Background: an optimization exercise with open tools, aiming at small area, a short achievable clock period and few clock cycles. Do not read the settings as production practice. The RTL was checked by simulation tests, not by an equivalence proof against the original design. Power and IR drop assume default switching activity.

**flow/design.v**
```verilog
module sdio_host_seq (
    input  wire        clk,
    input  wire        rst,           
    input  wire        gpio_irq,      
    input  wire        req_valid,
    output wire        req_ready,
    input  wire [3:0]  req_op,
    input  wire [31:0] req_arg0,
    input  wire [31:0] req_arg1,
    output wire        rsp_valid,
    output reg  [2:0]  rsp_code,
    output reg  [31:0] rsp_value,
    output wire        cmd_valid,
    input  wire        cmd_ready,
    output reg         cmd_kind,      
    output reg  [31:0] cmd_arg,
    output reg         cmd_reg,       
    output reg  [31:0] cmd_off,       
    output reg  [31:0] cmd_wdata,     
    input  wire        bus_rsp_valid,
    input  wire        bus_rsp_fail,
    input  wire [7:0]  bus_rsp_data,
    input  wire [31:0] bus_rsp_word
);
    localparam [3:0] OP_INIT    = 4'd0,  OP_DEINIT  = 4'd1,  OP_RDREG  = 4'd2,
                     OP_WRREG   = 4'd3,  OP_BLKRD   = 4'd4,  OP_BLKWR  = 4'd5,
                     OP_STATUS  = 4'd6,  OP_CLEAR   = 4'd7,  OP_PEND   = 4'd8,
                     OP_SYNC    = 4'd9,
                     OP_RESET   = 4'd12, OP_ISINIT  = 4'd13, OP_SUSP   = 4'd14,
                     OP_RESUME  = 4'd15;
    localparam [2:0] RC_OK = 3'd0, RC_TRANSPORT = 3'd1, RC_NOT_READY = 3'd2,
                     RC_UNSUPPORTED = 3'd3, RC_TOO_MANY = 3'd4, RC_REFUSED = 3'd5;
    localparam [1:0] VAR_UNKNOWN = 2'd0, VAR_A = 2'd1, VAR_B = 2'd2;
    localparam [16:0] WIN_EN_REG  = 17'h100, F0_BLKSZ_LO = 17'h10,  F0_BLKSZ_HI = 17'h11,
                      IO_EN_REG   = 17'h02,  IO_RDY_REG  = 17'h03,  F1_BLKSZ_LO = 17'h110,
                      F1_BLKSZ_HI = 17'h111, INT_EN_REG  = 17'h04,  RESET_REG   = 17'h06,
                      WIN_ADDR0   = 17'h10C, WIN_DATA    = 17'h10F, DMA_CNT_LO  = 17'h0F2,
                      DMA_CNT_HI  = 17'h0F3, IRQ_FLAGS_A = 17'h0F7, IRQ_FLAGS_B = 17'h0FE,
                      INT_STATUS  = 17'h04,   
                      INT_CLR_A   = 17'h0F8, INT_ACK_B   = 17'h0FE, VMM_CTL_B   = 17'h0F1;
    localparam [7:0]  WIN_EN_VAL = 8'h80, IO_EN_VAL = 8'h02, IO_RDY_MASK = 8'h02,
                      INT_EN_VAL = 8'h03, RESET_VAL = 8'h08;
    localparam [31:0] CHIP_ID_REG  = 32'h1000,   CHIP_ID_MASK = 32'hFFFFF000,
                      CHIP_ID_PAT_A = 32'h00100000, CHIP_ID_PAT_B = 32'h00300000,
                      MISC_REG = 32'h1428, PINMUX_REG = 32'h1408,
                      INTR_EN1_REG = 32'h1A00, INTR_EN2_REG = 32'h1A84;
    localparam [31:0] DIRECT_LO = 32'hF0, DIRECT_HI = 32'hFF;
    localparam [3:0]  MAX_INT_LINES = 4'd8;
    localparam [2:0] S_IDLE = 3'd0, S_START = 3'd1, S_CMD = 3'd2, S_WAIT = 3'd3,
                     S_RESP = 3'd4, S_DONE = 3'd5, S_XSTART = 3'd6;
    localparam [4:0] T_W0     = 5'd0,  T_W1     = 5'd1,  T_W2     = 5'd2,
                     T_SBRD   = 5'd3,  T_SBWR   = 5'd4,  T_REGRD  = 5'd5,
                     T_REGWR  = 5'd6,  T_XA     = 5'd7,  T_XB     = 5'd8,
                     T_N1     = 5'd9,  T_N2LO   = 5'd10, T_N2HI   = 5'd11,
                     T_N3     = 5'd12, T_POLL   = 5'd13, T_N5LO   = 5'd14,
                     T_N5HI   = 5'd15, T_N6     = 5'd16, T_C0     = 5'd17,
                     T_C1     = 5'd18, T_FLG    = 5'd19, T_STS    = 5'd20,
                     T_CLA    = 5'd21, T_CLB0   = 5'd22, T_CLB1   = 5'd23,
                     T_RST    = 5'd24;
    reg [2:0]  state;
    reg [4:0]  step;         
    reg [4:0]  after_win;    
    reg        h_bs_set;     
    reg [1:0]  h_variant;
    reg        h_gpio;
    reg [3:0]  h_nint;
    reg        h_init;
    reg [3:0]  op;
    reg [31:0] arg0;
    reg [31:0] arg1;
    reg [31:0] wa;           
    reg [31:0] word;         
    reg [23:0] nblk;         
    reg [8:0]  nleft;        
    reg [31:0] cur;          
    reg [1:0]  polls;
    reg [7:0]  cnt_lo;
    reg [7:0]  cnt_hi;
    reg        in_sync;      
    reg [3:0]  sync_n;
    reg [2:0]  rmw_k;        
    reg        r_fail;
    reg [7:0]  r_data;
    reg [31:0] r_word;
    assign req_ready = (state == S_IDLE);
    assign cmd_valid = (state == S_CMD);
    assign rsp_valid = (state == S_DONE);
    function [31:0] sb_word(input rw, input [2:0] fn, input raw, input [16:0] addr,
                            input [7:0] data);
        sb_word = {rw, fn, raw, 1'b0, addr, 1'b0, data};
    endfunction
    function [31:0] blk_word(input rw, input [2:0] fn, input bm, input [16:0] addr,
                             input [8:0] count);
        blk_word = {rw, fn, bm, 1'b1, addr, count};
    endfunction
    function [31:0] rmw_addr(input [2:0] k);
        case (k)
            3'd0:    rmw_addr = MISC_REG;
            3'd1:    rmw_addr = PINMUX_REG;
            3'd2:    rmw_addr = INTR_EN1_REG;
            default: rmw_addr = INTR_EN2_REG;
        endcase
    endfunction
    function [31:0] en1_bits(input [3:0] n);
        integer i;
        begin
            en1_bits = 32'd0;
            for (i = 0; i < 5; i = i + 1)
                if (i < n) en1_bits[27 + i] = 1'b1;
        end
    endfunction
    function [31:0] en2_bits(input [3:0] n);
        integer j;
        begin
            en2_bits = 32'd0;
            for (j = 0; j < 3; j = j + 1)
                if (j + 5 < n) en2_bits[j] = 1'b1;
        end
    endfunction
    function rmw_needed(input [2:0] k, input [1:0] variant, input gpio, input [3:0] n);
        case (k)
            3'd0:    rmw_needed = (variant == VAR_B);
            3'd1:    rmw_needed = gpio;
            3'd2:    rmw_needed = gpio;
            3'd3:    rmw_needed = gpio && (n > 4'd5);
            default: rmw_needed = 1'b0;
        endcase
    endfunction
    function [2:0] rmw_next(input [2:0] k, input [1:0] variant, input gpio, input [3:0] n);
        integer i;
        reg found;
        begin
            rmw_next = 3'd4;
            found = 1'b0;
            for (i = 0; i < 4; i = i + 1)
                if (!found && i >= k && rmw_needed(i[2:0], variant, gpio, n)) begin
                    rmw_next = i[2:0];
                    found = 1'b1;
                end
        end
    endfunction
    wire        xfer_direct = (arg0 == 32'd0);
    wire        xfer_wr     = (op == OP_BLKWR);
    wire [32:0] xfer_sz     = {1'b0, arg1} + 33'd3;    
    wire [7:0]  clr_val_a = (h_gpio ? (arg0[7:0] & 8'h1F) : 8'h00) |
                            {arg0[7], arg0[6], arg0[5], 5'b0};
    wire [7:0]  clr_ack_b = arg0[7:0] & 8'h1F;
    wire [7:0]  clr_vmm_b = {5'b0, arg0[7], arg0[6], arg0[5]};
    wire [4:0]  sts_flags = {r_data[5], r_data[4], r_data[3], r_data[2], r_data[0]};
    wire [4:0]  gpio_flags = (h_variant == VAR_A) ? (r_data[4:0] & 5'h1F)
                                                  : (r_data[4:0] & 5'h0F);
    reg [31:0] rmw_clr, rmw_set;
    always @(*) begin
        rmw_clr = 32'd0;
        rmw_set = 32'd0;
        case (rmw_k)
            3'd0: rmw_clr = 32'd1 << 8;
            3'd1: rmw_set = 32'd1 << 8;
            3'd2: rmw_set = en1_bits(sync_n);
            default: rmw_set = en2_bits(sync_n);
        endcase
    end
    always @(*) begin
        cmd_kind  = 1'b0;
        cmd_arg   = 32'd0;
        cmd_reg   = 1'b0;
        cmd_off   = 32'd0;
        cmd_wdata = 32'd0;
        case (step)
            T_W0:    cmd_arg = sb_word(1'b1, 3'd0, 1'b0, WIN_ADDR0,         wa[7:0]);
            T_W1:    cmd_arg = sb_word(1'b1, 3'd0, 1'b0, WIN_ADDR0 + 17'd1, wa[15:8]);
            T_W2:    cmd_arg = sb_word(1'b1, 3'd0, 1'b0, WIN_ADDR0 + 17'd2, wa[23:16]);
            T_SBRD:  cmd_arg = sb_word(1'b0, 3'd0, 1'b0, wa[16:0], 8'h00);
            T_SBWR:  cmd_arg = sb_word(1'b1, 3'd0, 1'b0, wa[16:0], word[7:0]);
            T_REGRD: begin
                cmd_kind = 1'b1;
                cmd_reg  = 1'b1;
                cmd_arg  = blk_word(1'b0, 3'd0, 1'b0, WIN_DATA, 9'd4);
            end
            T_REGWR: begin
                cmd_kind  = 1'b1;
                cmd_reg   = 1'b1;
                cmd_arg   = blk_word(1'b1, 3'd0, 1'b0, WIN_DATA, 9'd4);
                cmd_wdata = word;
            end
            T_XA: begin
                cmd_kind = 1'b1;
                cmd_arg  = blk_word(xfer_wr, xfer_direct ? 3'd1 : 3'd0, 1'b1,
                                    xfer_direct ? 17'd0 : WIN_DATA, nblk[8:0]);
                cmd_off  = 32'd0;
            end
            T_XB: begin
                cmd_kind = 1'b1;
                cmd_arg  = blk_word(xfer_wr, xfer_direct ? 3'd1 : 3'd0, 1'b0,
                                    xfer_direct ? 17'd0 : WIN_DATA, nleft);
                cmd_off  = cur;
            end
            T_N1:    cmd_arg = sb_word(1'b1, 3'd0, 1'b0, WIN_EN_REG,  WIN_EN_VAL);
            T_N2LO:  cmd_arg = sb_word(1'b1, 3'd0, 1'b0, F0_BLKSZ_LO, 8'h00);
            T_N2HI:  cmd_arg = sb_word(1'b1, 3'd0, 1'b0, F0_BLKSZ_HI, 8'h02);
            T_N3:    cmd_arg = sb_word(1'b1, 3'd0, 1'b0, IO_EN_REG,   IO_EN_VAL);
            T_POLL:  cmd_arg = sb_word(1'b0, 3'd0, 1'b0, IO_RDY_REG,  8'h00);
            T_N5LO:  cmd_arg = sb_word(1'b1, 3'd0, 1'b0, F1_BLKSZ_LO, 8'h00);
            T_N5HI:  cmd_arg = sb_word(1'b1, 3'd0, 1'b0, F1_BLKSZ_HI, 8'h02);
            T_N6:    cmd_arg = sb_word(1'b1, 3'd0, 1'b0, INT_EN_REG,  INT_EN_VAL);
            T_C0:    cmd_arg = sb_word(1'b0, 3'd0, 1'b0, DMA_CNT_LO,  8'h00);
            T_C1:    cmd_arg = sb_word(1'b0, 3'd0, 1'b0, DMA_CNT_HI,  8'h00);
            T_FLG:   cmd_arg = sb_word(1'b0, 3'd0, 1'b0,
                                       (h_variant == VAR_A) ? IRQ_FLAGS_A : IRQ_FLAGS_B, 8'h00);
            T_STS:   cmd_arg = sb_word(1'b0, 3'd1, 1'b0, INT_STATUS,  8'h00);
            T_CLA:   cmd_arg = sb_word(1'b1, 3'd0, 1'b0, INT_CLR_A,   clr_val_a);
            T_CLB0:  cmd_arg = sb_word(1'b1, 3'd0, 1'b0, INT_ACK_B,   clr_ack_b);
            T_CLB1:  cmd_arg = sb_word(1'b1, 3'd0, 1'b0, VMM_CTL_B,   clr_vmm_b);
            T_RST:   cmd_arg = sb_word(1'b1, 3'd0, 1'b1, RESET_REG,   RESET_VAL);
            default: cmd_arg = 32'd0;
        endcase
    end
    task go;
        input [4:0] t;
        begin
            step  <= t;
            state <= S_CMD;
        end
    endtask
    task go_window;
        input [4:0] t;
        begin
            after_win <= t;
            go(T_W0);
        end
    endtask
    task done_op;
        input [2:0]  code;
        input [31:0] value;
        begin
            rsp_code  <= code;
            rsp_value <= value;
            state     <= S_DONE;
        end
    endtask
    task start_rmw;
        input [2:0] k;
        begin
            if (k == 3'd4) begin
                done_op(RC_OK, 32'd0);
            end else begin
                rmw_k  <= k;
                wa     <= rmw_addr(k);
                go_window(T_REGRD);
            end
        end
    endtask
    task start_phase_a;
        begin
            if (nblk > 24'd511)           
                done_op(RC_TRANSPORT, 32'd0);
            else
                go(T_XA);
        end
    endtask
    task start_phase_b;
        begin
            if (nleft == 9'd0)
                done_op(RC_OK, 32'd0);
            else if (xfer_direct)
                go(T_XB);
            else
                go_window(T_XB);
        end
    endtask
    task init_commit;
        begin
            h_bs_set <= 1'b1;
            h_init   <= 1'b1;
            if (op == OP_RESUME) begin
                in_sync <= 1'b1;
                sync_n  <= h_nint;
                start_rmw(rmw_next(3'd0, h_variant, h_gpio, h_nint));
            end else begin
                done_op(RC_OK, 32'd0);
            end
        end
    endtask
    always @(posedge clk) begin
        if (rst) begin
            state     <= S_IDLE;
            step      <= T_W0;
            after_win <= T_W0;
            h_bs_set  <= 1'b0;
            h_variant <= VAR_UNKNOWN;
            h_gpio    <= gpio_irq;
            h_nint    <= 4'd0;
            h_init    <= 1'b0;
            rsp_code  <= RC_OK;
            rsp_value <= 32'd0;
            in_sync   <= 1'b0;
        end else begin
            case (state)
                S_IDLE: begin
                    if (req_valid) begin
                        op      <= req_op;
                        arg0    <= req_arg0;
                        arg1    <= req_arg1;
                        in_sync <= 1'b0;
                        state   <= S_START;
                    end
                end
                S_START: begin
                    case (op)
                        OP_INIT, OP_RESUME: begin
                            h_init <= 1'b0;
                            polls  <= 2'd0;
                            go(T_N1);
                        end
                        OP_DEINIT: begin
                            h_init <= 1'b0;
                            done_op(RC_OK, 32'd0);
                        end
                        OP_RDREG: begin
                            wa <= arg0;
                            if ((arg0 >= DIRECT_LO) && (arg0 <= DIRECT_HI))
                                go(T_SBRD);
                            else
                                go_window(T_REGRD);
                        end
                        OP_WRREG: begin
                            wa   <= arg0;
                            word <= arg1;
                            if ((arg0 >= DIRECT_LO) && (arg0 <= DIRECT_HI))
                                go(T_SBWR);
                            else
                                go_window(T_REGWR);
                        end
                        OP_BLKRD, OP_BLKWR: begin
                            wa    <= arg0;
                            nblk  <= xfer_sz[32:9];
                            nleft <= {xfer_sz[8:2], 2'b00};
                            cur   <= 32'd0;
                            if (!h_bs_set)
                                done_op(RC_TRANSPORT, 32'd0);
                            else
                                state <= S_XSTART;
                        end
                        OP_STATUS: begin
                            if (h_gpio && h_variant == VAR_UNKNOWN)
                                done_op(RC_REFUSED, 32'd0);
                            else
                                go(T_C0);
                        end
                        OP_PEND: go(T_C0);
                        OP_CLEAR: begin
                            if (h_variant == VAR_A) begin
                                if (clr_val_a != 8'd0) go(T_CLA);
                                else done_op(RC_OK, 32'd0);
                            end else if (h_variant == VAR_B) begin
                                if (h_gpio && clr_ack_b != 8'd0) go(T_CLB0);
                                else if (clr_vmm_b != 8'd0) go(T_CLB1);
                                else done_op(RC_OK, 32'd0);
                            end else begin
                                done_op(RC_REFUSED, 32'd0);
                            end
                        end
                        OP_SYNC: begin
                            if (arg0 > {28'd0, MAX_INT_LINES}) begin
                                done_op(RC_TOO_MANY, 32'd0);
                            end else if (h_variant == VAR_UNKNOWN) begin
                                done_op(RC_REFUSED, 32'd0);
                            end else begin
                                h_nint  <= arg0[3:0];
                                sync_n  <= arg0[3:0];
                                in_sync <= 1'b1;
                                start_rmw(rmw_next(3'd0, h_variant, h_gpio, arg0[3:0]));
                            end
                        end
                        OP_RESET, OP_SUSP: go(T_RST);
                        OP_ISINIT: done_op(RC_OK, {31'd0, h_init});
                        default: done_op(RC_REFUSED, 32'd0);    
                    endcase
                end
                S_CMD: begin
                    if (cmd_ready)
                        state <= S_WAIT;
                end
                S_WAIT: begin
                    if (bus_rsp_valid) begin
                        r_fail <= bus_rsp_fail;
                        r_data <= bus_rsp_data;
                        r_word <= bus_rsp_word;
                        state  <= S_RESP;
                    end
                end
                S_XSTART: begin
                    if (nblk != 24'd0) begin
                        if (xfer_direct) start_phase_a;
                        else             go_window(T_XA);
                    end else begin
                        start_phase_b;
                    end
                end
                S_RESP: begin
                    if (r_fail) begin
                        if (step == T_RST) h_init <= 1'b0;
                        done_op(RC_TRANSPORT, 32'd0);
                    end else begin
                        case (step)
                            T_W0: go(T_W1);
                            T_W1: go(T_W2);
                            T_W2: begin
                                if (after_win == T_XA) start_phase_a;
                                else                   go(after_win);
                            end
                            T_SBRD:  done_op(RC_OK, {24'd0, r_data});
                            T_SBWR:  done_op(RC_OK, 32'd0);
                            T_REGRD: begin
                                if (op == OP_RDREG) begin
                                    done_op(RC_OK, r_word);
                                end else if (in_sync) begin
                                    word   <= (r_word & ~rmw_clr) | rmw_set;
                                    go_window(T_REGWR);
                                end else begin
                                    if ((r_word & CHIP_ID_MASK) == CHIP_ID_PAT_A) begin
                                        h_variant <= VAR_A;
                                        init_commit;
                                    end else if ((r_word & CHIP_ID_MASK) == CHIP_ID_PAT_B) begin
                                        h_variant <= VAR_B;
                                        init_commit;
                                    end else begin
                                        done_op(RC_UNSUPPORTED, 32'd0);
                                    end
                                end
                            end
                            T_REGWR: begin
                                if (in_sync)
                                    start_rmw(rmw_next(rmw_k + 3'd1, h_variant, h_gpio, sync_n));
                                else
                                    done_op(RC_OK, 32'd0);
                            end
                            T_XA: begin
                                cur <= {nblk[22:0], 9'd0};
                                wa  <= wa + {nblk[22:0], 9'd0};
                                start_phase_b;
                            end
                            T_XB: done_op(RC_OK, 32'd0);
                            T_N1:   go(T_N2LO);
                            T_N2LO: go(T_N2HI);
                            T_N2HI: go(T_N3);
                            T_N3:   go(T_POLL);
                            T_POLL: begin
                                polls <= polls + 2'd1;
                                if ((r_data & IO_RDY_MASK) != 8'd0)
                                    go(T_N5LO);
                                else if (polls == 2'd2)
                                    done_op(RC_NOT_READY, 32'd0);
                                else
                                    go(T_POLL);
                            end
                            T_N5LO: go(T_N5HI);
                            T_N5HI: go(T_N6);
                            T_N6: begin
                                if (op == OP_INIT && !arg0[0]) begin
                                    wa <= CHIP_ID_REG;
                                    go_window(T_REGRD);
                                end else if (h_variant == VAR_UNKNOWN) begin
                                    done_op(RC_UNSUPPORTED, 32'd0);
                                end else begin
                                    init_commit;
                                end
                            end
                            T_C0: begin
                                cnt_lo <= r_data;
                                go(T_C1);
                            end
                            T_C1: begin
                                cnt_hi <= r_data;
                                if (op == OP_PEND)
                                    done_op(RC_OK, {16'd0, r_data, cnt_lo});
                                else if (h_gpio)
                                    go(T_FLG);
                                else
                                    go(T_STS);
                            end
                            T_FLG: done_op(RC_OK, {11'd0, gpio_flags, cnt_hi, cnt_lo});
                            T_STS: done_op(RC_OK, {11'd0, sts_flags, cnt_hi, cnt_lo});
                            T_CLA: done_op(RC_OK, 32'd0);
                            T_CLB0: begin
                                if (clr_vmm_b != 8'd0) go(T_CLB1);
                                else done_op(RC_OK, 32'd0);
                            end
                            T_CLB1: done_op(RC_OK, 32'd0);
                            T_RST: begin
                                h_init <= 1'b0;
                                done_op(RC_OK, 32'd0);
                            end
                            default: done_op(RC_REFUSED, 32'd0);
                        endcase
                    end
                end
                S_DONE: state <= S_IDLE;
                default: state <= S_IDLE;
            endcase
        end
    end
endmodule
```
**flow/run.sh**
```bash
#!/bin/bash
# synth_recipe.tcl (not shown) runs the flow's synth.tcl, then flattens the netlist and writes it again
# the make line also repeats each setting of config.mk as NAME=value (left out here)
make -C /OpenROAD-flow-scripts/flow DESIGN_CONFIG=/design/flow/config.mk WORK_HOME=/design/flow/orfs CLKGATE_MAP_FILE= SYNTH_SCRIPT=/design/flow/synth_recipe.tcl finish
```
**flow/config.mk**
```make
export PLATFORM = sky130hd
export DESIGN_NAME = sdio_host_seq
export DESIGN_NICKNAME = sdio_host_seq
export VERILOG_FILES = /design/flow/design.v
export SDC_FILE = /design/flow/constraint.sdc
export NUM_CORES = 4
export LEC_CHECK = 0
export CAP_MARGIN = 20
export CORE_MARGIN = 2
export CORE_UTILIZATION = 40
export SLEW_MARGIN = 20
```
**flow/constraint.sdc**
```tcl
create_clock -name core_clock -period 8.0 [get_ports {clk}]
set_input_delay 1.6000 -clock core_clock [delete_from_list [all_inputs] [get_ports {clk}]]
set_output_delay 1.6000 -clock core_clock [all_outputs]
set_load 0.01 [all_outputs]
```
==> run notes <==
[where the power goes]
group          internal [W]  switching (W)  total [W]
clock              0.000964       0.000661    0.00162
sequential          0.00189       0.000129    0.00202
combinational      0.000657        0.00106    0.00172
total               0.00351        0.00185    0.00536
[worst max path at each step]
| stage | end | slack [ps] | depth (start not counted) |
|---|---|---|---|
| 3_5_place_dp | cmd_arg[2] | 3150 | 8 |
| 6_report | cmd_arg[11] | 2750 | 9 |
| 2_1_floorplan | r_data[0]$_DFFE_PP_ | 2650 | 3 |
| 4_1_cts | cmd_arg[2] | 2550 | 8 |
| 5_1_grt | cmd_arg[11] | 2550 | 9 |
| 3_3_place_gp | cmd_arg[2] | 3210 | 8 |
[logic make-up (layout without fill, tap and decap cells)]
group / after synthesis / count (layout) / share of synthesized area (%)
other: 1 / 12 / 0.02354
DFF: 302 / 302 / 53.35
AOI/OAI and AO/OA: 406 / 406 / 17.74
adders and majority gates: 24 / 24 / 1.932
and+or+nand+nor: 642 / 642 / 20.37
buffers and inverters: 135 / 367 / 3.511
xor gates and xnor gates: 44 / 44 / 2.419
muxes: 10 / 10 / 0.6519
[area by class of cell]
class                      count  area (um^2)
clock inverter                17        210.2
sequential                   302         8498
tap                          525        656.9
fill                        3608        19460
clock buffer                  46        937.1
antenna                        1        2.502
inverter                      25        93.84
multi-input combinational   1137         6999
timing repair buffer         279         2690
[sequential cells by signal, indices dropped and copies added (netlist names), 2 cells and up]
name       count
state          3
r_data         8
word          32
rsp_code       3
op             4
h_nint         4
nleft          7
cnt_lo         8
h_variant      2
arg1          32
rmw_k          3
rsp_value     32
after_win      5
step           5
polls          2
nblk          24
wa            24
sync_n         4
cnt_hi         8
r_word        32
arg0          32
cur           23
[metrics by stage]
stage               hold slack (ps)  cells  instance area (um^2)
finish                        472.5   2332                 20090
global route                  485.3   2331                 20090
CTS                           477.4   2330                 20070
detailed placement            450.9   2267                 18930
global placement              453.9   2267                 18920
floorplan                     449.9   1574                 15970
[cell usage after synthesis, types with 20 or more instances]
cell type                   count  share of area, %
sky130_fd_sc_hd__edfxtp_1     245                46
sky130_fd_sc_hd__nand2_1      185               4.4
sky130_fd_sc_hd__nor2_1       115               2.7
sky130_fd_sc_hd__a21oi_1       91               2.9
sky130_fd_sc_hd__clkbuf_1      81               1.9
sky130_fd_sc_hd__o21ai_0       76               2.4
sky130_fd_sc_hd__and2_1        61               2.4
sky130_fd_sc_hd__dfxtp_1       57               7.2
sky130_fd_sc_hd__and3_1        50               2.0
sky130_fd_sc_hd__nand3_1       46               1.4
sky130_fd_sc_hd__nor3_1        42               1.3
sky130_fd_sc_hd__xnor2_1       30               1.6
sky130_fd_sc_hd__inv_1         25              0.59
sky130_fd_sc_hd__nand4_1       25              0.98
sky130_fd_sc_hd__o2bb2ai_1     24               1.3
sky130_fd_sc_hd__a222oi_1      23               1.4
sky130_fd_sc_hd__ha_1          23               1.8
sky130_fd_sc_hd__nand2b_1      22              0.86
sky130_fd_sc_hd__nor4_1        22              0.86
sky130_fd_sc_hd__a211oi_1      21              0.99
sky130_fd_sc_hd__nor2b_1       20              0.79
[metal layers]
metal / GRT usage, % / vias to the layer above / part of all wire (%)
met4: 11.26 / 2 / 3.8
met5: 0 / - / 0.022
met2: 42.53 / 864 / 43
met1: 40.36 / 6778 / 42
met3: 6.232 / 127 / 11
li1: - / 6366 / -
==> impl_metrics.json <==
{
  "layout.cells.most_common_list": "sky130_fd_sc_hd__edfxtp_1 (245), sky130_fd_sc_hd__clkdlybuf4s50_1 (239), sky130_fd_sc_hd__nand2_1 (185)",
  "post_cts_setup_inserts": 0,
  "timing.critical_path.slowest_cell_delay_ps": 480,
  "power-per-cell-area_mw_per_mm2": 267.0,
  "finalSetupViolations": 0,
  "yosys.cell_types.count": 82,
  "fmaxAchievable_mhz": 190.6,
  "via_per_inst": 6.062,
  "crit_chain": "nor4_1, nand4_1, nor4_4, buf_4, o21ai_0, a21oi_1, o32ai_1, or3_1, clkdlybuf4s50_1",
  "worst_hold_startpoint": "rsp_value[19]$_SDFFE_PP0P_",
  "cts-resized-gates": 0,
  "maxSlewHeadroom_pct": 18.88,
  "worst_hold_path.num_cells": 1,
  "power_leakage_nw": 6.950,
  "final_core_util_pct": 50.79,
  "timing.critical_path.max_delay_family": "simple AND/OR/NAND/NOR gates",
  "cts_num_sinks": 302,
  "synthesis.yosys.warnings": 1,
  "finalMaxSlewViolations": 0,
  "totalPowerFinal_w": 0.005364,
  "fin_skew_ps": 25.96,
  "fraction_of_layout_cells_with_a_size_suffix_above_1_pct": 6.977,
  "drtAntennaViolNets": 0,
  "die_area_mm2": 0.04144,
  "final_net_count": 1919,
  "clkSlewWorstSetupHoldPaths_ps": 60,
  "run_status": "timing/DRC/antenna clean",
  "r2r_start": "step[0]$_SDFFE_PP0P_",
  "worstSetupPathType": "register to output port",
  "worstSetupStartpointType": "register",
  "totalNegativeSetupSlack_ps": 0,
  "routabilityCongestion": 0.9616,
  "detailed_place_hpwl_um": 44160,
  "synthCells": 1564,
  "layout-area-overhead-vs-synth_pct": 26.10,
  "min_period_ps": 5247,
  "synth_enable_flop_cells": 245,
  "crit_path_launch": "arg0[8]$_DFFE_PP_",
  "avgRoutedWirePerCell_um": 25.65,
  "h-tree-depth": 2,
  "drt_iter0_drc": 1794,
  "min-delay-path-class": "register to register",
  "worst-slew-pin-transition_ps": 1208,
  "fin_ws_ps": 2753,
  "maximum_fanout_along_the_worst_path": 14,
  "cts_buffer_depth": 3,
  "dp_worst_setup_slack_ps": 3148,
  "maxCapViolCount": 0,
  "netlist_area_mm2": 0.01593,
  "worst_skew_pair.late_latency_ps": 560,
  "floorplan.die.width_um": 203.6,
  "cts_root_buf": "sky130_fd_sc_hd__clkbuf_16",
  "final_common_cell": "sky130_fd_sc_hd__edfxtp_1",
  "timing.critical_path.to_type": "output port",
  "drc": 0,
  "path_buf_inv": 2,
  "synth-seq-cells": 302,
  "rsz0062_at_grt": "no",
  "detailedRoute.firstPassIterationCount": 6,
  "timing.final.crit_share_pct": 65.59,
  "core_area_mm2": 0.03955,
  "grt_util_all_layers_pct": 28.52,
  "min_delay_endpoint": "rsp_value[19]$_SDFFE_PP0P_",
  "crit-reg2reg-capture": "rsp_value[4]$_SDFFE_PP0P_",
  "overflow": 0,
  "initial_core_util_pct": 40.28,
  "numPortBuffers": 239,
  "irDropWorstVdd_mv": 0.1214,
  "grt_start_max_net_pins": 69,
  "cts_tree": "done",
  "placement_rows": 73,
  "yosysSeqAreaShare_pct": 53.35,
  "worst_ep_required_time_ps": 6400,
  "rr_worst_depth": 9,
  "dominantRegCellSynth": "sky130_fd_sc_hd__edfxtp_1",
  "synth_async_sr_flop_share_pct": 0,
  "routed-via-count": 14140,
  "boundaryPins": 251,
  "grt_pass1_vias": 13540,
  "drt_total_wl_um": 59810,
  "postCtsHoldBufs": 0,
  "syn_avg_cell_area_um2": 10.19,
  "reg2reg_slack_ps": 3980,
  "grt_antenna_before_repair": 2,
  "worstPathArrival_ps": 3650,
  "grt_first_pass_wirelength_um": 87760,
  "numCtsBuffers": 35,
  "final-hold-violation-count": 0,
  "die_h_um": 203.6,
  "slowest_stage_cell_cp": "sky130_fd_sc_hd__clkdlybuf4s50_1"
}
Testbench counts, summed over its fixed seeds: cycles 40,233.

[afterwards: timing with drivers on the ports]
In the flow no input, the clock included, has a driving cell. The finished layout below was timed again as built, in two steps. Step 1 assumes that a clkbuf_16 drives the clock port and a buf_2 every other input. Step 2, shift: input delay + t, output delay - t, t = (earliest + latest rising clock arrival at the registers) / 2. This alone moves slack from input paths to output paths. Three values: ideal ports, drivers, drivers and shift; two values: the first two.
shift t [ns]: 0.601
setup slack, ns: 2.753 / 2.698 / 3.299
worst register clock-pin slew, ns: 0.06 / 0.06
After both steps setup and hold are still met in this run. For this run, drivers alone change the setup slack by -0.055 ns; drivers and shift together by +0.546 ns.
